Context: an optimization exercise on an open-source flow, tuned for small area, a short achievable clock period and few clock cycles per item. The choices shown serve that exercise and are no tape-out recipe. The RTL was checked by simulation tests, not by an equivalence proof against the original design.

## flow/design.v (module list and top-level ports; edited modules follow where they fit)
// module depth_quant: 1122 lines
module depth_quant (
    input             clk,
    input             rst,
    input             start,
    input      [31:0] n,
    input      [31:0] xform_base,
    input      [31:0] pos_base,
    input      [31:0] keys_base,
    input      [31:0] idx_base,
    output            busy,
    output reg        mem_valid,
    output reg        mem_we,
    output     [31:0] mem_addr,
    output     [31:0] mem_wdata,
    input             mem_ready,
    input      [31:0] mem_rdata
);
  // ...
==> flow/flow/run.sh <==
#!/bin/bash
# The standard layout (standard.sh: ORFS synthesis to the final layout) with
# two optimisation settings changed; the clock and constraints are unchanged:
# - the resizer is asked for 18.6 ns of setup slack instead of 0, so that it
#   sizes and buffers the long paths;
# - ports are buffered with buf_2 instead of the default delay buffer.
export SETUP_SLACK_MARGIN=18.6
export BUFFER_PORTS_ARGS="-buffer_cell sky130_fd_sc_hd__buf_2"
bash standard.sh > standard.log 2>&1
==> flow/standard.sh <==
#!/bin/bash
# synth_recipe.tcl (not shown) runs the flow's synth.tcl, then flattens the netlist and writes it again
# the make line also repeats each setting of config.mk as NAME=value (left out here)
make -C /OpenROAD-flow-scripts/flow DESIGN_CONFIG=/design/flow/config.mk WORK_HOME=/design/flow/orfs CLKGATE_MAP_FILE= SYNTH_SCRIPT=/design/flow/synth_recipe.tcl "${@:-finish}"
==> flow/config.mk <==
export PLATFORM = sky130hd
export DESIGN_NAME = depth_quant
export DESIGN_NICKNAME = depth_quant
export VERILOG_FILES = /design/flow/design.v
export SDC_FILE = /design/flow/constraint.sdc
export NUM_CORES = 8
export LEC_CHECK = 0
export CAP_MARGIN = 20
export CORE_MARGIN = 2
export CORE_UTILIZATION = 25
export SLEW_MARGIN = 20
==> flow/constraint.sdc <==
create_clock -name core_clock -period 25.0 [get_ports {clk}]
set_input_delay 5.0000 -clock core_clock [delete_from_list [all_inputs] [get_ports {clk}]]
set_output_delay 5.0000 -clock core_clock [all_outputs]
set_load 0.01 [all_outputs]
==> impl_metrics.yaml, run 1 <==
timing:
  holdWs_ps: 410
  post-route-period-util_pct: 25.9
  rsz0062_at_grt: "true"
clocking:
  clock_path_buffers: 3
  cts_tree: "built"
  ctsResizeCount: 98
finish:
  layout_common_cells: "nand2_1, edfxtp_1, xnor2_1"
  seq_share_pct: 26.7
  fillerInstances: 29600
  regArea_um2: 21300
  fin_cells: 11500
  top_register: "acc"
routing:
  drc: 0
  antenna_left: 0
  drt_first_pass_iters: 6
  via_count: 61900
worst_setup_path:
  worstSetupPathType: "reg2out"
  worstPathRequired_ps: 20000
  cp_slowest_cell: "edfxtp_1"
  worst-path-buf-inv: 1
  path_max_fanout: 2
  reg2reg_to: "acc[67]"
  critPathLaunch: "rkey[28]"
logic_synthesis:
  synth-edff-count: 684
  synth_top_family_by_area: "compound AO/OA/AOI/OAI gates"
  synth_common_cells: "nand2_1, edfxtp_1, xnor2_1"
  yosysMostFrequentCell: "nand2_1"
  yosys_warnings: 2
  ys_seq_elements: 719
  syn_area_per_cell_um2: 9.10
die:
  rows: 194
grt:
  grt_max_degree: 107
  antenna_found_initial: 14
  top_usage_layer: "met2"
worst_hold_path:
  hp-class: "reg2reg"
  hold_path_depth: 0
  hold-path-endpoint: "m1[20]"
place:
  dp_hpwl_um: 215000
  dp_slack_ps: 16830
  dp_cells: 11300
flow_run:
  maxCapViolations: 0
run_status:
  status: "complete, no violations"
Testbench counts, summed over its fixed seeds: cycles 19,212, items 2,620.
==> run 2, diff against run 1 <==
--- a/flow/design.v
+++ b/flow/design.v
@@ -22,17 +22,16 @@
                      S_FBI  = 5'd12, S_FBS   = 5'd13, S_FBR  = 5'd14, S_FBM  = 5'd15,
                      S_FBA  = 5'd16, S_FBX   = 5'd17,
                      S_GAP  = 5'd18, S_P2R   = 5'd19, S_P2W  = 5'd20,
                      S_SLR  = 5'd21, S_SLD   = 5'd22, S_SLI  = 5'd23, S_SLT  = 5'd24,
                      S_SLA1 = 5'd25, S_SLA2  = 5'd26, S_SLQ  = 5'd27, S_SLQ2 = 5'd28,
                      S_SLW  = 5'd29;
     localparam [1:0] A_PP = 2'd0, A_C = 2'd1, A_KP = 2'd2, A_IP = 2'd3;
     reg [4:0]  st;
-    reg [29:0] sv;          
     reg        busy_r;
     reg [29:0] addr_r;
     reg [30:0] nr, c;
     reg [29:0] pp, kp, ip;
     reg        kfirst, ifirst, rdone, lastw;
     reg [31:0] m0, m1, m2;
     reg [1:0]  mph;
     reg [31:0] rd;
@@ -703,17 +702,17 @@
     wire dt_c600 = bro12[24] & 1'b1;
     assign mt_s = {bro12[25], dt_c598, dt_c596, dt_c594, dt_c592, dt_c590, dt_c588, dt_c586, dt_c584, dt_c582, dt_c580, dt_c578, dt_c576, dt_c574, dt_c572, dt_c570, dt_c568, dt_c566, dt_c564, dt_c562, dt_c560, dt_c558, dt_c556, dt_c554, dt_c552, dt_c550, dt_c548, dt_c546, dt_c544, dt_c542, dt_c540, dt_c538, dt_c536, dt_c534, dt_c532, dt_c530, dt_c528, dt_c526, dt_c524, dt_c522, dt_c520, dt_c518, dt_c516, dt_c514, dt_c512, dt_c510, dt_c508, bneg_r[1], bro0[1], bro0[0]};
     assign mt_c = {dt_c600, dt_s599, dt_s597, dt_s595, dt_s593, dt_s591, dt_s589, dt_s587, dt_s585, dt_s583, dt_s581, dt_s579, dt_s577, dt_s575, dt_s573, dt_s571, dt_s569, dt_s567, dt_s565, dt_s563, dt_s561, dt_s559, dt_s557, dt_s555, dt_s553, dt_s551, dt_s549, dt_s547, dt_s545, dt_s543, dt_s541, dt_s539, dt_s537, dt_s535, dt_s533, dt_s531, dt_s529, dt_s527, dt_s525, dt_s523, dt_s521, dt_s519, dt_s517, dt_s515, dt_s513, dt_s511, dt_s509, dt_s507, 1'b0, bneg_r[0]};
     wire [73:0] hiMask  = ({74{1'b1}} << Pd) << 50;
     wire [73:0] shS     = {21'd0, MS} << {Pd[4:2], 2'b00};
     wire [73:0] shC     = ({21'd0, MC} << {Pd[4:2], 2'b00}) | ({74{Pj}} & hiMask);
     wire [73:0] xS      = Psg ? ~shS : shS;
     wire [73:0] xC      = Psg ? ~shC : shC;
-    wire        acc_ld  = (sv[S_P1Z]) | ((sv[S_P2W]) & cv);
+    wire        acc_ld  = (st == S_P1Z) | ((st == S_P2W) & cv);
     wire [73:0] aA      = acc_ld ? 74'd0 : acc;
     wire [73:0] c3s     = aA ^ xS ^ xC;
     wire [73:0] c3c     = (aA & xS) | (aA & xC) | (xS & xC);
     wire [73:0] acc_sum = c3s + {c3c[72:0], Psg} + {73'd0, Psg};
     reg [32:0] rV;
     reg        rh, rs, rovf;
     always @(*) begin
         rovf = 1'b0;
@@ -740,30 +739,30 @@
         else if (r_shi)              rnd_key = 32'h7FFF_FFFF;
         else if (r_slo)              rnd_key = 32'h8000_0000;
         else                         rnd_key = rsum[31:0];
     end
     wire        q2up  = acc[30] & (|acc[29:0]);
     wire [8:0]  q2w   = ({4'd0, acc[46:42]} + 9'd2) * {5'd0, {1'b0, dext} + 4'd1};
     wire [14:0] q2win = {1'b0, acc[29:16]} + {6'd0, q2w};
     wire        q2amb = ~zR & ((~acc[30] & q2win[14]) | (acc[30] & ~(|acc[29:0])));
-    wire        qsel2 = (sv[S_P2R]);
+    wire        qsel2 = (st == S_P2R);
     wire [16:0] qbase = qsel2 ? {1'b0, acc[46:31]} : rkey[16:0];
     wire [16:0] qdelt = qsel2 ? {16'd0, q2up} : ({17{brw & ~sq_up}} | {16'd0, sq_up & ~brw});
     wire [16:0] qval  = qbase + qdelt;
     wire [15:0] qkey  = (qsel2 & zR) ? 16'd0 : qval[15:0];
     wire [32:0] rem = acc[32:0];
     reg  [33:0] dA;
-    wire        dmin = ((sv[S_P2W]) & av) | (sv[S_SLD]) | ((sv[S_GAP]) & (g == 3'd1));
-    wire [33:0] dB   = (sv[S_SLA1]) ? {2'b00, rd} : dmin ? {2'b00, minr} : {2'b00, maxr};
-    wire        dsub = (~sv[S_SLA2]);
-    wire        dbit = (sv[S_GAP]) ? ({1'b0, jc} + 6'd8 <= {1'b0, d2r}) : ((jc == 5'd0) & rd[0]);
+    wire        dmin = ((st == S_P2W) & av) | (st == S_SLD) | ((st == S_GAP) & (g == 3'd1));
+    wire [33:0] dB   = (st == S_SLA1) ? {2'b00, rd} : dmin ? {2'b00, minr} : {2'b00, maxr};
+    wire        dsub = ((st != S_SLA2));
+    wire        dbit = (st == S_GAP) ? ({1'b0, jc} + 6'd8 <= {1'b0, d2r}) : ((jc == 5'd0) & rd[0]);
     always @(*) begin
-        if (sv[S_SLA1] | sv[S_SLA2]) dA = {rem[32], rem};
-        else if (sv[S_SLQ])          dA = {rem[32:0], 1'b0};
+        if ((st == S_SLA1) | (st == S_SLA2)) dA = {rem[32], rem};
+        else if (st == S_SLQ)          dA = {rem[32:0], 1'b0};
         else                         dA = dmin ? {2'b00, rd} : {1'b0, rem[31:0], dbit};
     end
     wire [33:0] dres = dA + (dsub ? ~dB : dB) + {33'd0, dsub};
     wire        dge  = ~dres[33];
     wire        req  = ({rem[32:0], 1'b0} == {2'b00, maxr});    
     reg [31:0] T;
     reg [5:0]  kcalc;
     integer ti;
@@ -895,228 +894,226 @@
         case (abase)
             A_C:     abv = c[29:0];
             A_KP:    abv = kp;
             A_IP:    abv = ip;
             default: abv = pp;
         endcase
     end
     wire [29:0] asum   = abv + {{25{aoff[4]}}, aoff};
-    wire mul1   = (sv[S_P1Y]) | (sv[S_P1Z]) | (sv[S_P1W]);
-    wire mul2   = (sv[S_P2R]) & bv;
-    wire rot    = mul1 | ((sv[S_FBS]) & anydue & (mph != duej)) | ((sv[S_FBX]) & (mph != 2'd0));
-    wire cap    = (sv[S_XF1]) | (sv[S_XF2]) | (sv[S_XF3]);
-    wire dorec  = (sv[S_GAP]) & (g == 3'd3);
-    wire do_add = (((sv[S_P1X]) | (sv[S_P1E])) & zv) | (sv[S_P1Z]) | (sv[S_P1W]) | (sv[S_FBA]) |
-                  ((sv[S_P2W]) & cv);
-    wire do_sl  = (sv[S_FBS]) & ~anydue & ~fbend;
-    wire do_clr = (sv[S_FBI]) | ((sv[S_FBS]) & fbend & fbA & (tz | tm1));
-    wire rnd_go = ((sv[S_P1Y]) & rv) | (sv[S_P1R]) | ((sv[S_FBX]) & (mph == 2'd0));
-    wire idx_go = ((sv[S_GAP]) & ~idxdone) | ((sv[S_P1E]) & ~fbflag);
-    wire q_go   = ((sv[S_P2R]) & ev) | (sv[S_SLQ2]);
-    wire sdiv   = (sv[S_SLT]);
-    wire p2go   = (sv[S_GAP]) & idxdone & (g == 3'd4);
-    wire kp_set = ((sv[S_P1Z]) & pend) | (sv[S_P1R]) | ((sv[S_FBX]) & (mph == 2'd0) & fblast);
-    wire ip_set = idx_go | ((sv[S_P2R]) & ev & ~q2amb) | (sv[S_SLQ2]) | p2go;
-    wire pp_set = (sv[S_P1W]) | p2go |
-                  ((sv[S_P2W]) & ~(lastw & mem_valid) & ~rdone & ~(av & c_last)) |
-                  ((sv[S_SLW]) & ~lastw & ~slowall & ~rdone);
-    wire cnt2   = ((sv[S_P2W]) & av) | ((sv[S_SLD]) & slowall);
+    wire mul1   = (st == S_P1Y) | (st == S_P1Z) | (st == S_P1W);
+    wire mul2   = (st == S_P2R) & bv;
+    wire rot    = mul1 | ((st == S_FBS) & anydue & (mph != duej)) | ((st == S_FBX) & (mph != 2'd0));
+    wire cap    = (st == S_XF1) | (st == S_XF2) | (st == S_XF3);
+    wire dorec  = (st == S_GAP) & (g == 3'd3);
+    wire do_add = (((st == S_P1X) | (st == S_P1E)) & zv) | (st == S_P1Z) | (st == S_P1W) | (st == S_FBA) |
+                  ((st == S_P2W) & cv);
+    wire do_sl  = (st == S_FBS) & ~anydue & ~fbend;
+    wire do_clr = (st == S_FBI) | ((st == S_FBS) & fbend & fbA & (tz | tm1));
+    wire rnd_go = ((st == S_P1Y) & rv) | (st == S_P1R) | ((st == S_FBX) & (mph == 2'd0));
+    wire idx_go = ((st == S_GAP) & ~idxdone) | ((st == S_P1E) & ~fbflag);
+    wire q_go   = ((st == S_P2R) & ev) | (st == S_SLQ2);
+    wire sdiv   = (st == S_SLT);
+    wire p2go   = (st == S_GAP) & idxdone & (g == 3'd4);
+    wire kp_set = ((st == S_P1Z) & pend) | (st == S_P1R) | ((st == S_FBX) & (mph == 2'd0) & fblast);
+    wire ip_set = idx_go | ((st == S_P2R) & ev & ~q2amb) | (st == S_SLQ2) | p2go;
+    wire pp_set = (st == S_P1W) | p2go |
+                  ((st == S_P2W) & ~(lastw & mem_valid) & ~rdone & ~(av & c_last)) |
+                  ((st == S_SLW) & ~lastw & ~slowall & ~rdone);
+    wire cnt2   = ((st == S_P2W) & av) | ((st == S_SLD) & slowall);
     always @(posedge clk) begin
         if (rst) begin
             st        <= S_IDLE;
-            sv        <= 30'd1 << S_IDLE;
             busy_r    <= 1'b0;
             mem_valid <= 1'b0;
         end else if (adv) begin
             st        <= nst;
-            sv        <= 30'd1 << nst;
             busy_r    <= (nst != S_IDLE);
             mem_valid <= nv;
         end
     end
     always @(posedge clk) if (adv) begin
         mem_we <= nwe;
         addr_r <= asum;
     end
     always @(posedge clk) if (adv) begin
-        if (sv[S_IDLE]) begin
+        if (st == S_IDLE) begin
             nr <= n[30:0];
         end
-        if ((sv[S_IDLE]) | pp_set)
-            pp <= (sv[S_IDLE]) ? pos_base[31:2] : asum;
-        if ((sv[S_IDLE]) | kp_set)
-            kp <= (sv[S_IDLE]) ? keys_base[31:2] : asum;
-        if ((sv[S_IDLE]) | ip_set)
-            ip <= (sv[S_IDLE]) ? idx_base[31:2] : asum;
-        if ((sv[S_IDLE]) | kp_set)
-            kfirst <= (sv[S_IDLE]);
-        if ((sv[S_IDLE]) | ip_set)
-            ifirst <= (sv[S_IDLE]) | p2go;
-        if ((sv[S_IDLE]) | (sv[S_XF2]) | (sv[S_P1W]) | idx_go | cnt2)
-            c <= (sv[S_IDLE]) ? {1'b0, xform_base[31:2]} :
-                 (((sv[S_P1W]) & ~c_last) | cnt2 | (idx_go & ~c_last)) ? c_inc : 31'd0;
+        if ((st == S_IDLE) | pp_set)
+            pp <= (st == S_IDLE) ? pos_base[31:2] : asum;
+        if ((st == S_IDLE) | kp_set)
+            kp <= (st == S_IDLE) ? keys_base[31:2] : asum;
+        if ((st == S_IDLE) | ip_set)
+            ip <= (st == S_IDLE) ? idx_base[31:2] : asum;
+        if ((st == S_IDLE) | kp_set)
+            kfirst <= (st == S_IDLE);
+        if ((st == S_IDLE) | ip_set)
+            ifirst <= (st == S_IDLE) | p2go;
+        if ((st == S_IDLE) | (st == S_XF2) | (st == S_P1W) | idx_go | cnt2)
+            c <= (st == S_IDLE) ? {1'b0, xform_base[31:2]} :
+                 (((st == S_P1W) & ~c_last) | cnt2 | (idx_go & ~c_last)) ? c_inc : 31'd0;
         if (idx_go & c_last) idxdone <= 1'b1;
-        else if (sv[S_SETUP]) idxdone <= 1'b0;
+        else if (st == S_SETUP) idxdone <= 1'b0;
         if (cnt2 & c_last) rdone <= 1'b1;
-        else if (sv[S_SETUP]) rdone <= 1'b0;
+        else if (st == S_SETUP) rdone <= 1'b0;
         if (ip_set & ~idx_go & ~p2go) lastw <= rdone & ~bv & ~cv;
-        else if (sv[S_SETUP]) lastw <= 1'b0;
+        else if (st == S_SETUP) lastw <= 1'b0;
     end
     always @(posedge clk) if (adv) begin
         if (cap | rot) begin
             m1 <= m2;
             m2 <= cap ? rd : m0;
         end
         if (cap | rot | (dorec & (jc < 5'd24)))
             m0 <= dorec ? {m0[30:0], dge} : m1;
         if (dorec & (jc >= 5'd24))
             dext <= {dext[1:0], dge};
         if (rot)
             mph <= (mph == 2'd2) ? 2'd0 : mph + 2'd1;
-        else if (sv[S_SETUP])
+        else if (st == S_SETUP)
             mph <= 2'd0;
     end
-    wire rd_hold = (sv[S_SLI]) | (sv[S_SLT]) | (sv[S_SLA1]) | (sv[S_SLA2]) |
-                   (sv[S_SLQ]) | (sv[S_SLQ2]);
-    wire rd_dif  = (sv[S_SLD]) | ((sv[S_P2W]) & av);
-    wire rd_max  = (sv[S_GAP]) & (g == 3'd0);
+    wire rd_hold = (st == S_SLI) | (st == S_SLT) | (st == S_SLA1) | (st == S_SLA2) |
+                   (st == S_SLQ) | (st == S_SLQ2);
+    wire rd_dif  = (st == S_SLD) | ((st == S_P2W) & av);
+    wire rd_max  = (st == S_GAP) & (g == 3'd0);
     wire [31:0] rdm = dres[31:0];
     always @(posedge clk) if (adv & ~rd_hold)
         rd <= rd_dif ? rdm : rd_max ? maxr : mem_rdata;
     wire [4:0] nPd = p2m ? d2r : {p_ix[1:0] - (fbm ? wcnt[1:0] : 2'b10), p_lo};
-    always @(posedge clk) if (adv & (mul1 | (sv[S_FBM]) | mul2)) begin
+    always @(posedge clk) if (adv & (mul1 | (st == S_FBM) | mul2)) begin
         MS  <= {3'd0, mt_s} << nPd[1:0];
         MC  <= {3'd0, mt_c} << nPd[1:0];
         Pj  <= ({1'b0, mt_s[49:48]} + {1'b0, mt_c[49:48]}) >= 3'd3;
         Pd  <= nPd;
         Psg <= p_sg & ~mul2;
     end
-    wire rem_init = (sv[S_GAP]) & (g == 3'd2);
+    wire rem_init = (st == S_GAP) & (g == 3'd2);
     wire rem_step = dorec | sdiv;
-    wire rem_wr   = rem_init | rem_step | (sv[S_SLI]) | (sv[S_SLA1]) | ((sv[S_SLA2]) & brw);
+    wire rem_wr   = rem_init | rem_step | (st == S_SLI) | (st == S_SLA1) | ((st == S_SLA2) & brw);
     wire [32:0] rem_nx = rem_init ? {1'b0, (T >> 1) & ~(T >> 17)} :
-                         (sv[S_SLI]) ? {2'b00, rd[31:1]} :
+                         (st == S_SLI) ? {2'b00, rd[31:1]} :
                          (rem_step & ~dge) ? dA[32:0] : dres[32:0];
     always @(posedge clk) if (adv & (do_add | do_sl | do_clr | rem_wr))
         acc <= do_clr ? 74'd0 : do_sl ? {{8{acc[73]}}, acc[73:8]} :
                rem_wr ? {acc[73:33], rem_nx} : acc_sum;
     always @(posedge clk) if (adv) begin
         if (mul1) begin
-            fnan  <= (p_nan               | (~sv[S_P1Y] & fnan));
-            fpinf <= ((p_inf & ~p_sg)     | (~sv[S_P1Y] & fpinf));
-            fninf <= ((p_inf &  p_sg)     | (~sv[S_P1Y] & fninf));
-            fbo   <= ((p_nz & ~p_inw)     | (~sv[S_P1Y] & fbo));
-        end else if ((sv[S_SETUP]) | ((sv[S_FBX]) & (mph == 2'd0)))
+            fnan  <= (p_nan               | ((st != S_P1Y) & fnan));
+            fpinf <= ((p_inf & ~p_sg)     | ((st != S_P1Y) & fpinf));
+            fninf <= ((p_inf &  p_sg)     | ((st != S_P1Y) & fninf));
+            fbo   <= ((p_nz & ~p_inw)     | ((st != S_P1Y) & fbo));
+        end else if ((st == S_SETUP) | ((st == S_FBX) & (mph == 2'd0)))
             fbo <= 1'b0;
-        if (sv[S_SETUP]) begin
+        if (st == S_SETUP) begin
             fnan <= 1'b0; fpinf <= 1'b0; fninf <= 1'b0;
         end
-        if (sv[S_P1Y]) begin inz[0] <= p_nz; ix0 <= p_ix; end
-        if (sv[S_P1Z]) begin inz[1] <= p_nz; ix1 <= p_ix; end
-        if (sv[S_P1W]) begin inz[2] <= p_nz; ix2 <= p_ix; end
+        if (st == S_P1Y) begin inz[0] <= p_nz; ix0 <= p_ix; end
+        if (st == S_P1Z) begin inz[1] <= p_nz; ix1 <= p_ix; end
+        if (st == S_P1W) begin inz[2] <= p_nz; ix2 <= p_ix; end
     end
     always @(posedge clk) if (adv) begin
-        if (sv[S_SETUP]) begin
+        if (st == S_SETUP) begin
             zv <= 1'b0; rv <= 1'b0;
-        end else if ((sv[S_P1X]) | (sv[S_P1E])) begin
+        end else if ((st == S_P1X) | (st == S_P1E)) begin
             rv <= zv; zv <= 1'b0;
         end else begin
-            if (sv[S_P1W]) zv <= 1'b1;
+            if (st == S_P1W) zv <= 1'b1;
             if (rnd_go) rv <= 1'b0;
         end
         if (rnd_go) mmv <= 1'b1;
-        else if ((sv[S_SETUP]) | mmv) mmv <= 1'b0;
+        else if ((st == S_SETUP) | mmv) mmv <= 1'b0;
         if (rnd_go) pend <= 1'b1;
-        else if ((sv[S_SETUP]) | ((sv[S_P1W]) & mem_valid) | (sv[S_GAP])) pend <= 1'b0;
+        else if ((st == S_SETUP) | ((st == S_P1W) & mem_valid) | (st == S_GAP)) pend <= 1'b0;
     end
     always @(posedge clk) if (adv & (rnd_go | idx_go | q_go | sdiv))
         rkey <= rnd_go ? rnd_key :
                 idx_go ? {1'b0, c} :
                 sdiv   ? {rkey[30:0], dge} : {16'd0, qkey};
-    wire mm_init = (sv[S_SETUP]);
-    wire r_calc  = (sv[S_GAP]) & (g == 3'd1);
+    wire mm_init = (st == S_SETUP);
+    wire r_calc  = (st == S_GAP) & (g == 3'd1);
     always @(posedge clk) if (adv) begin
         if (mm_init | (mmv & ($signed(rkey) < $signed(minr))))
             minr <= mm_init ? 32'h7FFF_FFFF : rkey;
         if (mm_init | r_calc | (mmv & ($signed(rkey) > $signed(maxr))))
             maxr <= mm_init ? 32'h8000_0000 : r_calc ? rdm : rkey;
     end
     always @(posedge clk) if (adv) begin
-        if (((sv[S_P1X]) | (sv[S_P1E])) & fbflag) begin
-            fblast <= (sv[S_P1E]);
+        if (((st == S_P1X) | (st == S_P1E)) & fbflag) begin
+            fblast <= (st == S_P1E);
             hug    <= huge_now;
             fbA    <= huge_now;
             tflag  <= 1'b0;
         end
-        if (sv[S_SETUP]) rmode <= 2'd0;
-        if ((sv[S_FBI]) | do_clr) begin
+        if (st == S_SETUP) rmode <= 2'd0;
+        if ((st == S_FBI) | do_clr) begin
             wcnt <= 6'd0; done <= 3'd0; stk <= 1'b0;
         end
-        if (sv[S_FBI]) begin zf <= 1'b1; of <= 1'b1; end
-        if ((sv[S_FBS]) & anydue) fj <= duej;
-        if ((sv[S_FBS]) & fbend) begin
+        if (st == S_FBI) begin zf <= 1'b1; of <= 1'b1; end
+        if ((st == S_FBS) & anydue) fj <= duej;
+        if ((st == S_FBS) & fbend) begin
             if (fbA) begin
                 if (tz | tm1) begin tflag <= tm1; fbA <= 1'b0; end
                 else begin rmode <= 2'd3; tsign <= acc[73]; end
             end else
                 rmode <= hug ? 2'd2 : 2'd1;
         end
         if (do_sl) begin
             wcnt <= wcnt + 6'd1;
             if (~fbA & (wcnt == 6'd36)) cap8 <= acc[7:0];
             else if (~fbA) stk <= stk | (|acc[7:0]);
             if (fbA & (wcnt >= 6'd40)) begin
                 zf <= zf & ~(|acc[7:0]);
                 of <= of & (&acc[7:0]);
             end
         end
-        if (sv[S_FBA]) done[fj] <= 1'b1;
-        if ((sv[S_FBX]) & (mph == 2'd0)) rmode <= 2'd0;
+        if (st == S_FBA) done[fj] <= 1'b1;
+        if ((st == S_FBX) & (mph == 2'd0)) rmode <= 2'd0;
     end
     always @(posedge clk) if (adv) begin
-        if (sv[S_SETUP]) g <= 3'd0;
-        else if (sv[S_GAP]) begin
+        if (st == S_SETUP) g <= 3'd0;
+        else if (st == S_GAP) begin
             case (g)
                 3'd0: if (~mmv) g <= 3'd1;    
                 3'd1: g <= 3'd2;
                 3'd2: begin
                     d2r <= 5'd24 - kcalc[4:0];
                     zR  <= (kcalc == 6'd0);
                     f2  <= (kcalc != 6'd0) & (kcalc <= 6'd24);
                     g   <= ((kcalc != 6'd0) & (kcalc <= 6'd24)) ? 3'd3 : 3'd4;
                 end
                 3'd3: if (jc == 5'd26) g <= 3'd4;
                 default: ;
             endcase
         end
         if (p2go) slowall <= ~(f2 | zR);
-        if (sv[S_SETUP]) p2m <= 1'b0;
+        if (st == S_SETUP) p2m <= 1'b0;
         else if (p2go) p2m <= 1'b1;
-        if ((sv[S_SETUP]) | ((sv[S_FBX]) & (mph == 2'd0))) fbm <= 1'b0;
-        else if (sv[S_FBI]) fbm <= 1'b1;
+        if ((st == S_SETUP) | ((st == S_FBX) & (mph == 2'd0))) fbm <= 1'b0;
+        else if (st == S_FBI) fbm <= 1'b1;
     end
     always @(posedge clk) if (adv) begin
-        if (rem_init | (sv[S_SLI])) jc <= 5'd0;
+        if (rem_init | (st == S_SLI)) jc <= 5'd0;
         else if (rem_step) jc <= jc + 5'd1;
-        if (sv[S_SLA1]) brw <= dres[33];
-        if (sv[S_SLQ])  sq_up <= (~dres[33] & ~req) | (req & (rkey[0] ^ brw));
+        if (st == S_SLA1) brw <= dres[33];
+        if (st == S_SLQ)  sq_up <= (~dres[33] & ~req) | (req & (rkey[0] ^ brw));
     end
     always @(posedge clk) if (adv) begin
-        if (p2go | (sv[S_SETUP])) begin
+        if (p2go | (st == S_SETUP)) begin
             av <= 1'b0; bv <= 1'b0; cv <= 1'b0; ev <= 1'b0; redo <= 1'b0;
         end else begin
-            if (sv[S_P2R]) begin
+            if (st == S_P2R) begin
                 if (mem_valid) av <= 1'b1;
                 if (bv) begin cv <= 1'b1; bv <= 1'b0; end
                 ev <= 1'b0;
             end
-            if (sv[S_SLR]) begin
+            if (st == S_SLR) begin
                 av <= 1'b0; redo <= av;
             end
-            if (sv[S_P2W]) begin
+            if (st == S_P2W) begin
                 if (av) begin bv <= 1'b1; av <= 1'b0; end
                 if (cv) begin ev <= 1'b1; cv <= 1'b0; end
             end
-            if ((sv[S_SLW]) & ~slowall) redo <= 1'b0;
+            if ((st == S_SLW) & ~slowall) redo <= 1'b0;
         end
     end
 endmodule
==> flow/flow/run.sh (replaced) <==
#!/bin/bash
# The standard layout (standard.sh: ORFS synthesis to the final layout) with
# two optimisation settings changed; the clock and constraints are unchanged:
# - the resizer is asked for 18.8 ns of setup slack instead of 0, so that it
#   sizes and buffers the long paths;
# - ports are buffered with buf_2 instead of the default delay buffer.
export SETUP_SLACK_MARGIN=18.8
export BUFFER_PORTS_ARGS="-buffer_cell sky130_fd_sc_hd__buf_2"
bash standard.sh > standard.log 2>&1
==> run 2 against run 1 <==
Effect of this change:
- die area down 2.7%
- critical path depth stayed put
- highest routed layer is now met5
- non-clock buffer count is 53 higher
- register-to-register slack gained 200 ps
- cell count decreased by 2.0%
==> impl_metrics.yaml, run 2 <==
run_status:
  status: "complete, no violations"
die:
  fp.coreArea_um2: 273000
  die_y_um: 527
  initial_core_util_pct: 25.1
  ios: 263
  rows: 192
  fp.dieW_um: 527
  dieArea_um2: 278000
timing:
  holdWs_ps: 414
  fin_ws_ps: 18500
  max-slew-margin-rel_pct: 16.8
  finalHoldViolCount: 0
  tns_ps: 0
  slew_viol_final: 0
  post-route-period-util_pct: 26.0
  worst_pin_slew_ps: 1240
  min_period_ps: 6500
  fmax_mhz: 154
  setup_violations: 0
  rsz0062_at_grt: "true"
  clock_skew_ps: 57.7
logic_synthesis:
  syn-cell-area_um2: 68500
  synth-edff-count: 684
  synth_top_area_share_pct: 30.0
  yosysSeqAreaShare_pct: 30.2
  synth_cell_types: 103
  ys_seq_elements: 691
  synth-main-ff-cell: "edfxtp_1"
  syn_area_per_cell_um2: 9.07
  yosysMostFrequentCell: "nand2_1"
  synth_area_leaders: "edfxtp_1, fa_1, ha_1"
  synth-async-reset-ratio_pct: 0
  yosys_warnings: 2
  synth_top_cell_by_area: "edfxtp_1"
  synth_common_cells: "nand2_1, edfxtp_1, nor2_1"
  synthCells: 7556
place:
  place_congestion: 0.983
  dpl-instance-area_um2: 73900
  portBuffers: 251
  dp_hpwl_um: 213000
  dp_slack_ps: 17070
  dp_cells: 11000
routing:
  wl_per_cell_um: 25.8
  drt_first_pass_iters: 9
  via_count: 62400
  drt_iter0_drc: 7786
  wl_um: 291000
  antenna_left: 0
  drc: 0
  vias_per_cell: 5.52
clocking:
  cts_hold_buffers: 0
  cts.root.buffer_cell: "clkbuf_16"
  clkSinkCount: 691
  path_clk_slew_ps: 60
  h-tree-depth: 3
  cts_tree: "built"
  clock_path_buffers: 3
  cts_buffers: 82
  clock_latency_ps: 730
finish:
  fillerInstances: 28600
  fin_cells: 11300
  layout_common_cells: "nand2_1, edfxtp_1, nor2_1"
  largest_reg_flops: 74
  final_util_pct: 28.8
  area_growth_pct: 14.8
  drive_above_1_share_pct: 11.9
  final_nets: 8497
  layout.cells.most_common: "nand2_1"
  fin_area_um2: 78700
  top_register: "acc"
  top_regs: "acc x74, MC x52, MS x52"
worst_setup_path:
  path_cells: "buf_2"
  r2r_cells: 21
  critPathMaxStageDelay_ps: 550
  worst-path-buf-inv: 1
  critical_path.reg2reg.startpoint: "st[4]"
  worstPathRequired_ps: 20000
  critical_path.top_delay_family: "flip-flops"
  cp_slowest_cell: "edfxtp_1"
  start_kind: "register"
  critPathLaunch: "rkey[2]"
  path_max_fanout: 3
  worstSetupPathType: "reg2out"
  cp-end-kind: "primary output"
  critPathCapture: "mem_wdata[2]"
  cp.depth: 1
  rrSetupSlack_ps: 18850
  reg2reg_to: "acc[9]"
  critPathArrivalTime_ps: 1500
grt:
  grt_max_degree: 115
  grt_pass1_wl_um: 418000
  grt_overflow: 0
  grt_pass1_vias: 60500
  track_usage_pct: 20.0
  antenna_found_initial: 18
flow_run:
  maxCapViolations: 0
worst_hold_path:
  hp-class: "reg2reg"
  hold_path_startpoint: "m2[5]"
run 2: cell types whose count changed after synthesis, moves of 32 or more:
cell | before | now
nand2_1 | 807 | 847
nor2b_1 | 71 | 124
and2_1 | 164 | 83
xnor2_1 | 493 | 459
xor2_1 | 259 | 302
inv_1 | 471 | 439
run 2: timing repair:
| item | CTS | global route |
|---|---|---|
| gates resized for setup | 143 | 87 |
| cloned | 10 | 6 |
| pin swaps | 17 | 27 |
| endpoints found under the setup margin | 674 | 349 |
| buffers inserted | 56 | 41 |
run 2: cell type report:
class,instances,area (µm²),area share [%]
Antenna cell,15,37.5,0.0477
Clock buffer,98,2130,2.71
Clock inverter,52,574,0.730
Inverter,451,1730,2.20
Multi-Input combinational cell,5876,44900,57.1
Sequential cell,691,20700,26.3
Tap cell,3589,4490,5.71
Timing Repair Buffer,534,4050,5.15
Timing Repair inverter,2,16.3,0.0207
run 2: worst min-delay path by stage:
| stage | slack [ps] | depth (start not counted) | endpoint |
|---|---|---|---|
| final | 410 | 0 | m1[5] |
| after global routing | 420 | 0 | m1[5] |
| after CTS | 420 | 0 | m1[5] |
| after detailed placement | 400 | 0 | m1[23] |
| after global placement | 400 | 0 | m1[27] |
| after floorplan | 400 | 0 | m1[0] |
run 2: routing by layer:
layer / global-route usage, % / routed length [µm]
met5: 0 / 26
met4: 10.2 / 16600
met3: 3.73 / 28000
met2: 31.9 / 132000
met1: 25.7 / 115000
run 2: logic make-up after synthesis:
kind of cell | count (synthesis) | share of synthesized area (%)
simple gates | 2123 | 14.5
compound gates | 1908 | 18.0
buf+inv | 996 | 5.54
xor+xnor | 762 | 9.75
flops | 691 | 30.2
fa+ha+maj | 663 | 15.8
mux | 412 | 6.24
other cells | 1 | 0.00547
Testbench counts of run 2, summed over its fixed seeds: cycles 19,212, items 2,620.
==> run 3, diff against run 2 <==
==> flow/flow/run.sh (replaced) <==
#!/bin/bash
# The standard layout (standard.sh: ORFS synthesis to the final layout) with
# two optimisation settings changed; the clock and constraints are unchanged:
# - the resizer is asked for 18.5 ns of setup slack instead of 0, so that it
#   sizes and buffers the long paths;
# - ports are buffered with buf_2 instead of the default delay buffer.
export SETUP_SLACK_MARGIN=18.5
export BUFFER_PORTS_ARGS="-buffer_cell sky130_fd_sc_hd__buf_2"
bash standard.sh > standard.log 2>&1
==> run 3 against run 2 <==
Effect of this change:
- global-route usage decreased by 0.22 points
- synthesized area unchanged
- clock-buffer cell count decreased by 11
- worst hold slack improved by 1.3 ps
- maximum frequency increased by 0.11%
==> impl_metrics.yaml, run 3 <==
grt:
  grt_pass1_wl_um: 414000
  antenna_found_initial: 15
  grt_pass1_vias: 60100
  grt_max_degree: 150
  track_usage_pct: 19.8
  grt_overflow: 0
worst_setup_path:
  cp_slowest_cell: "buf_4"
  path_cells: "buf_2 > nor2b_4 > buf_4 > inv_4 > buf_6 > and3_1"
  start_kind: "input pin"
  worstSetupPathType: "in2reg"
  critPathMaxStageDelay_ps: 630
  path_max_fanout: 53
  critPathArrivalTime_ps: 6950
  cp-end-kind: "register"
  worstPathRequired_ps: 25460
timing:
  setup_violations: 0
  finalHoldViolCount: 0
  clock_skew_ps: 85.0
  fmax_mhz: 154
  max-slew-margin-rel_pct: 16.8
  holdWs_ps: 416
  tns_ps: 0
  rsz0062_at_grt: "false"
  worst_pin_slew_ps: 1240
  fin_ws_ps: 18510
  min_period_ps: 6490
  slew_viol_final: 0
  post-route-period-util_pct: 26.0
logic_synthesis:
  synth-async-reset-ratio_pct: 0
  synth_common_cells: "nand2_1, edfxtp_1, nor2_1"
  yosysSeqAreaShare_pct: 30.2
  synth_cell_types: 103
  yosys_warnings: 2
  synth-edff-count: 684
  syn_area_per_cell_um2: 9.07
  synth_area_leaders: "edfxtp_1, fa_1, ha_1"
  yosysMostFrequentCell: "nand2_1"
  ys_seq_elements: 691
  synth-main-ff-cell: "edfxtp_1"
  syn-cell-area_um2: 68500
  synth_top_area_share_pct: 30.0
  synthCells: 7556
  synth_top_cell_by_area: "edfxtp_1"
routing:
  drc: 0
  wl_met3_um: 26700
  drt_iter0_drc: 7580
  via_count: 61700
  wl_per_cell_um: 25.5
  wl_um: 287000
  antenna_left: 0
  routed.top_layer: "met5"
  wl_met1_um: 116000
  drt_first_pass_iters: 8
  wl_met2_um: 128000
  vias_per_cell: 5.48
clocking:
  path_clk_slew_ps: 60
  clock_latency_ps: 760
  cts_buffers: 82
  clock_path_buffers: 3
  cts_tree: "built"
  clkSinkCount: 691
  cts.root.buffer_cell: "clkbuf_16"
  h-tree-depth: 3
die:
  fp.coreArea_um2: 273000
  initial_core_util_pct: 25.1
  dieArea_um2: 278000
  die_y_um: 527
  ios: 263
  fp.dieW_um: 527
  rows: 192
place:
  portBuffers: 251
  dp_hpwl_um: 213000
  dp_slack_ps: 17020
  place_congestion: 0.975
finish:
  top_regs: "acc x74, MC x52, MS x52"
  top_register: "acc"
  layout.cells.most_common: "nand2_1"
  final_nets: 8455
  largest_reg_flops: 74
  drive_above_1_share_pct: 11.1
  layout_common_cells: "nand2_1, edfxtp_1, nor2_1"
  area_growth_pct: 13.6
run_status:
  status: "complete, no violations"
worst_hold_path:
  hp-class: "reg2reg"
flow_run:
  maxCapViolations: 0
-- run 3: through the flow --
step                      util, %  cells  cell area (µm²)
final                        28.5  11300            77800
after detailed placement     27.0  11000            73900
after CTS                    28.3  11200            77300
after global routing         28.5  11300            77800
after floorplan                 -   7557            68700
after global placement       27.0  11000            73900
-- run 3: path summary, 6_finish.rpt --
path                            startpoint       to  slack (ps)  cells past startpoint
worst min-delay path                m2[11]   m1[11]         420                      0
worst max-delay path             mem_ready  dext[2]       18510                      6
worst max register to register       st[4]   acc[9]       18700                     20
worst min register to register      m2[11]   m1[11]         420                      0
-- run 3: layer usage --
| metal | track usage (%) | vias up |
|---|---|---|
| met5 | 0 | - |
| met4 | 9.95 | 6 |
| met3 | 3.58 | 685 |
| met2 | 31.4 | 3610 |
| met1 | 25.7 | 30400 |
| li1 | - | 27000 |
-- run 3: layout make-up --
cell class / count / area [µm²]
multi-input cells: 5872 / 44700
repair buffers: 497 / 3410
well taps: 3589 / 4490
fillers: 28700 / 195000
diodes: 10 / 25.0
inverters: 451 / 1710
clock buffers: 87 / 2070
clock inverters: 63 / 773
repair inverters: 1 / 7.51
flip-flops and latches: 691 / 20700
-- run 3: logic make-up after synthesis --
family	synth area share [%]
multiplexers	6.24
buffers and inverters	5.54
AND/OR/NAND/NOR	14.5
adder cells (fa/ha/maj)	15.8
AO/OA/AOI/OAI	18.0
other	0.00547
XOR/XNOR	9.75
flip-flops	30.2
-- run 3: timing repair --
item,CTS,global route
gates cloned,5,1
pin swaps,5,16
setup buffers,30,30
endpoints found under the setup margin,355,166
gates resized for setup,61,59
hold buffers,0,0
-- run 3: worst max-delay path: cells and delay by family --
kind | cells | cell delay [ps]
and+or+nand+nor | 2 | 620
buffers and inverters | 4 | 1250
==> run 4, diff against run 3 <==
==> flow/flow/run.sh (replaced) <==
#!/bin/bash
# The standard layout (standard.sh: ORFS synthesis to the final layout) with
# two optimisation settings changed; the clock and constraints are unchanged:
# - the resizer is asked for 18.7 ns of setup slack instead of 0, so that it
#   sizes and buffers the long paths;
# - ports are buffered with buf_2 instead of the default delay buffer.
export SETUP_SLACK_MARGIN=18.7
export BUFFER_PORTS_ARGS="-buffer_cell sky130_fd_sc_hd__buf_2"
bash standard.sh > standard.log 2>&1
==> run 4 against run 3 <==
Effect of this change:
- still clean
- wire length grew 2.2%
- non-clock buffer count increased by 22
- cell count increased by 0.23%
- maximum frequency about the same
- die area unchanged
- synthesized area unchanged
- clock skew grew 23 ps
- highest routed layer unchanged
==> impl_metrics.yaml, run 4 <==
finish:
  top_regs: "acc x74, MC x52, MS x52"
  top_register: "acc"
  drive_above_1_share_pct: 11.7
  area_growth_pct: 14.3
  fin_cells: 11300
  layout.cells.most_common: "nand2_1"
  final_util_pct: 28.7
  fin_area_um2: 78300
  layout_common_cells: "nand2_1, edfxtp_1, nor2_1"
  final_nets: 8479
  largest_reg_flops: 74
  fillerInstances: 28600
logic_synthesis:
  yosysSeqAreaShare_pct: 30.2
  syn_area_per_cell_um2: 9.07
  synth_area_leaders: "edfxtp_1, fa_1, ha_1"
  synth_cell_types: 103
  synthCells: 7556
  synth-main-ff-cell: "edfxtp_1"
  synth_top_area_share_pct: 30.0
  synth-edff-count: 684
  synth_top_cell_by_area: "edfxtp_1"
  synth-async-reset-ratio_pct: 0
  synth_common_cells: "nand2_1, edfxtp_1, nor2_1"
  ys_seq_elements: 691
  yosysMostFrequentCell: "nand2_1"
  syn-cell-area_um2: 68500
  yosys_warnings: 2
timing:
  finalHoldViolCount: 0
  post-route-period-util_pct: 26.0
  fmax_mhz: 154
  rsz0062_at_grt: "true"
  worst_pin_slew_ps: 1160
  setup_violations: 0
  max-slew-margin-rel_pct: 22.1
  clock_skew_ps: 108
  slew_viol_final: 0
  tns_ps: 0
  min_period_ps: 6490
  holdWs_ps: 369
clocking:
  cts_tree: "built"
  clkSinkCount: 691
  h-tree-depth: 3
  clock_latency_ps: 770
  cts_hold_buffers: 0
  clock_path_buffers: 3
  path_clk_slew_ps: 60
  cts.root.buffer_cell: "clkbuf_16"
  cts_buffers: 82
grt:
  grt_pass1_wl_um: 419000
  grt_pass1_vias: 60100
  grt_overflow: 0
  antenna_found_initial: 15
  grt_max_degree: 115
  track_usage_pct: 20.1
worst_setup_path:
  path_cells: "buf_2"
  critical_path.top_delay_family: "flip-flops"
  critPathArrivalTime_ps: 1490
  critPathMaxStageDelay_ps: 540
  path_max_fanout: 2
  cp_slowest_cell: "edfxtp_1"
  cp-end-kind: "primary output"
  worstPathRequired_ps: 20000
  worst-path-buf-inv: 1
  start_kind: "register"
  worstSetupPathType: "reg2out"
flow_run:
  maxCapViolations: 0
routing:
  drc: 0
  wl_per_cell_um: 26.0
  vias_per_cell: 5.49
  antenna_left: 0
  via_count: 61900
  drt_iter0_drc: 7790
  wl_um: 293000
  drt_first_pass_iters: 7
place:
  portBuffers: 251
  place_congestion: 0.970
  dp_cells: 11000
  dpl-instance-area_um2: 73800
  dp_hpwl_um: 214000
die:
  initial_core_util_pct: 25.1
  fp.dieW_um: 527
  ios: 263
  fp.coreArea_um2: 273000
  dieArea_um2: 278000
  rows: 192
  die_y_um: 527
run_status:
  status: "complete, no violations"
worst_hold_path:
  hp-class: "reg2reg"
-- run 4: cell counts after synthesis --
Identical to the previous run, type by type.
-- run 4: cell type report --
| cell class | count | area (µm²) | area share, % |
|---|---|---|---|
| antenna | 10 | 25.0 | 0.0320 |
| clock buffer | 94 | 2100 | 2.68 |
| clock inverter | 58 | 671 | 0.857 |
| inverter | 451 | 1740 | 2.22 |
| multi-input combinational | 5874 | 44900 | 57.3 |
| sequential | 691 | 20700 | 26.4 |
| tap | 3589 | 4490 | 5.74 |
| timing repair buffer | 519 | 3670 | 4.69 |
| timing repair inverter | 1 | 7.51 | 0.00959 |
-- run 4: path summary, 6_finish.rpt --
path,start,slack (ps),cells past startpoint,endpoint
worst max-delay path,rkey[6],18510,1,mem_wdata[6]
worst min register to register,m2[24],370,0,m1[24]
worst min-delay path,m2[24],370,0,m1[24]
worst max register to register,st[4],18780,21,acc[18]
-- run 4: repair_timing --
| action | CTS | global route |
|---|---|---|
| buffers inserted | 47 | 49 |
| pin swaps | 5 | 20 |
| gates cloned | 6 | 3 |
| setup endpoints to repair | 562 | 206 |
| gates resized for setup | 104 | 94 |
-- run 4: metal layers --
layer / up-vias / track usage (%) / wire length, µm
li1: 27100 / - / -
met5: - / 0 / 89
met1: 30400 / 26.5 / 118000
met4: 14 / 9.47 / 15400
met2: 3666 / 31.6 / 131000
met3: 744 / 3.89 / 28500
-- run 4: cells by family after synthesis --
| family | Yosys count | synth area share (%) |
|---|---|---|
| AO/OA/AOI/OAI | 1908 | 18.0 |
| XOR/XNOR | 762 | 9.75 |
| adder cells (fa/ha/maj) | 663 | 15.8 |
| buffers and inverters | 996 | 5.54 |
| flip-flops | 691 | 30.2 |
| multiplexers | 412 | 6.24 |
| other | 1 | 0.00547 |
| AND/OR/NAND/NOR | 2123 | 14.5 |
-- run 4: per-stage QoR --
step	setup slack [ps]
CTS	18460
global placement	16450
floorplan	17510
global route	18490
detailed placement	16920
finish	18510
==> run 5, diff against run 4 <==
==> flow/flow/run.sh (replaced) <==
#!/bin/bash
# The standard layout (standard.sh: ORFS synthesis to the final layout) with
# two optimisation settings changed; the clock and constraints are unchanged:
# - the resizer is asked for 18.6 ns of setup slack instead of 0, so that it
#   sizes and buffers the long paths;
# - ports are buffered with buf_2 instead of the default delay buffer.
export SETUP_SLACK_MARGIN=18.6
export BUFFER_PORTS_ARGS="-buffer_cell sky130_fd_sc_hd__buf_2"
bash standard.sh > standard.log 2>&1
==> run 5 against run 4 <==
Effect of this change:
- worst hold slack better by 44 ps
- highest routed layer unchanged
- clock skew decreased by 23 ps
- setup slack lost 14 ps
- cell count is 0.13% lower
- critical path depth stayed put
==> impl_metrics.yaml, run 5 <==
die:
  ios: 263
  rows: 192
  die_y_um: 527
  dieArea_um2: 278000
  fp.dieW_um: 527
  initial_core_util_pct: 25.1
  fp.coreArea_um2: 273000
logic_synthesis:
  synthCells: 7556
  synth-main-ff-cell: "edfxtp_1"
  syn_area_per_cell_um2: 9.07
  yosys_warnings: 2
  yosysMostFrequentCell: "nand2_1"
  synth_top_area_share_pct: 30.0
  syn-cell-area_um2: 68500
  ys_seq_elements: 691
  synth-async-reset-ratio_pct: 0
  synth_common_cells: "nand2_1, edfxtp_1, nor2_1"
  yosysSeqAreaShare_pct: 30.2
  synth-edff-count: 684
  synth_area_leaders: "edfxtp_1, fa_1, ha_1"
  synth_cell_types: 103
  synth_top_cell_by_area: "edfxtp_1"
worst_setup_path:
  critPathMaxStageDelay_ps: 540
  cp_slowest_cell: "edfxtp_1"
  critical_path.top_delay_family: "flip-flops"
  worst-path-buf-inv: 1
  start_kind: "register"
  path_cells: "buf_2"
  worstSetupPathType: "reg2out"
  worstPathRequired_ps: 20000
  cp-end-kind: "primary output"
  path_max_fanout: 2
  critPathArrivalTime_ps: 1510
finish:
  layout_common_cells: "nand2_1, edfxtp_1, nor2_1"
  final_nets: 8474
  area_growth_pct: 14.1
  final_util_pct: 28.6
  largest_reg_flops: 74
  drive_above_1_share_pct: 11.5
  top_regs: "acc x74, MC x52, MS x52"
  top_register: "acc"
  layout.cells.most_common: "nand2_1"
  fin_cells: 11300
place:
  dp_cells: 11000
  dp_slack_ps: 16750
  dp_hpwl_um: 212000
  portBuffers: 251
  place_congestion: 0.964
flow_run:
  maxCapViolations: 0
grt:
  track_usage_pct: 19.8
  grt_overflow: 0
  grt_pass1_vias: 59700
  grt_pass1_wl_um: 415000
  grt_max_degree: 90
  antenna_found_initial: 10
timing:
  setup_violations: 0
  max-slew-margin-rel_pct: 24.7
  fin_ws_ps: 18490
  clock_skew_ps: 85.0
  finalHoldViolCount: 0
  min_period_ps: 6510
  tns_ps: 0
  worst_pin_slew_ps: 1130
  fmax_mhz: 154
  slew_viol_final: 0
  post-route-period-util_pct: 26.0
  rsz0062_at_grt: "true"
clocking:
  cts_tree: "built"
  h-tree-depth: 3
  cts.root.buffer_cell: "clkbuf_16"
  clkSinkCount: 691
  clock_latency_ps: 740
  cts_buffers: 81
  path_clk_slew_ps: 70
  cts_hold_buffers: 0
  clock_path_buffers: 3
routing:
  via_count: 61700
  vias_per_cell: 5.48
  wl_per_cell_um: 25.6
  antenna_left: 0
  drt_first_pass_iters: 9
  wl_um: 289000
  drt_iter0_drc: 8289
  drc: 0
worst_hold_path:
  hp-class: "reg2reg"
run_status:
  status: "complete, no violations"
## run 5: layout make-up
class	count	area [µm²]
fillers	28700	195000
multi-input cells	5872	44800
flip-flops and latches	691	20700
well taps	3589	4490
repair buffers	517	3740
clock buffers	87	2050
inverters	451	1730
clock inverters	59	696
diodes	5	12.5
repair inverters	1	7.51
## run 5: logic make-up (layout without fill, tap and decap cells)
logic type,Yosys count,in the layout,synth area share (%)
buffers and inverters,996,1115,5.54
AOI/OAI and AO/OA,1908,1908,18.0
muxes,412,412,6.24
xor gates and xnor gates,762,762,9.75
adders and majority gates,663,663,15.8
and+or+nand+nor,2123,2125,14.5
other,1,7,0.00547
DFF,691,691,30.2
## run 5: path summary, 6_finish.rpt
check	start	endpoint	slack, ps	cells past startpoint
worst max-delay path	rkey[7]	mem_wdata[7]	18490	1
worst max register to register	st[4]	acc[13]	18680	20
worst min register to register	m2[27]	m1[27]	410	0
worst min-delay path	m2[27]	m1[27]	410	0
## run 5: repair_timing
action	in CTS	in global routing
gates resized for setup	80	96
pin swaps	5	22
gates cloned	6	3
hold endpoints to repair	0	0
buffers inserted	36	44
endpoints found under the setup margin	374	187
## run 5: per-layer routing
metal	GRT usage, %	vias up	routed length (µm)
met4	8.35	8	13800
met3	3.47	636	27300
li1	-	27000	-
met1	26.4	30600	117000
met2	31.6	3500	130000
met5	0	-	57
## run 5: metrics by stage
stage,instance area (µm²),hold slack [ps]
2_1_floorplan,68700,400
3_3_place_gp,73800,401
3_5_place_dp,73800,406
4_1_cts,77300,408
5_1_grt,78200,424
6_report,78200,413

static timing again, ports no longer ideal:
The flow's constraints put no driver on any port. The routed layouts listed below were extracted and timed again, unchanged, in two steps. Step 1, drivers: a clkbuf_16 drives clk and a buf_2 each remaining input, both assumed. Step 2, shift: input delay + t, output delay - t, t = (earliest + latest rising clock arrival at the registers) / 2. This alone moves slack from input paths to output paths. a / b / c = ideal / step 1 / step 2; a / b = the first two.
run	shift t [ns]	slack for setup (ns)	hold slack, ns
run 1	0.805	18.522 / 18.430 / 17.818	0.410 / 0.410 / 0.410
run 2	0.792	18.505 / 18.418 / 18.072	0.414 / 0.414 / 0.414
run 3	0.797	18.512 / 18.441 / 17.771	0.416 / 0.416 / 0.416
run 4	0.802	18.506 / 18.415 / 18.009	0.369 / 0.369 / 0.369
run 5	0.791	18.491 / 18.405 / 17.933	0.413 / 0.413 / 0.413
After both steps setup and hold are still met in every run listed. The setup slack of run 3, which loses most, moves by -0.071 ns with the drivers and by -0.741 ns with both steps.
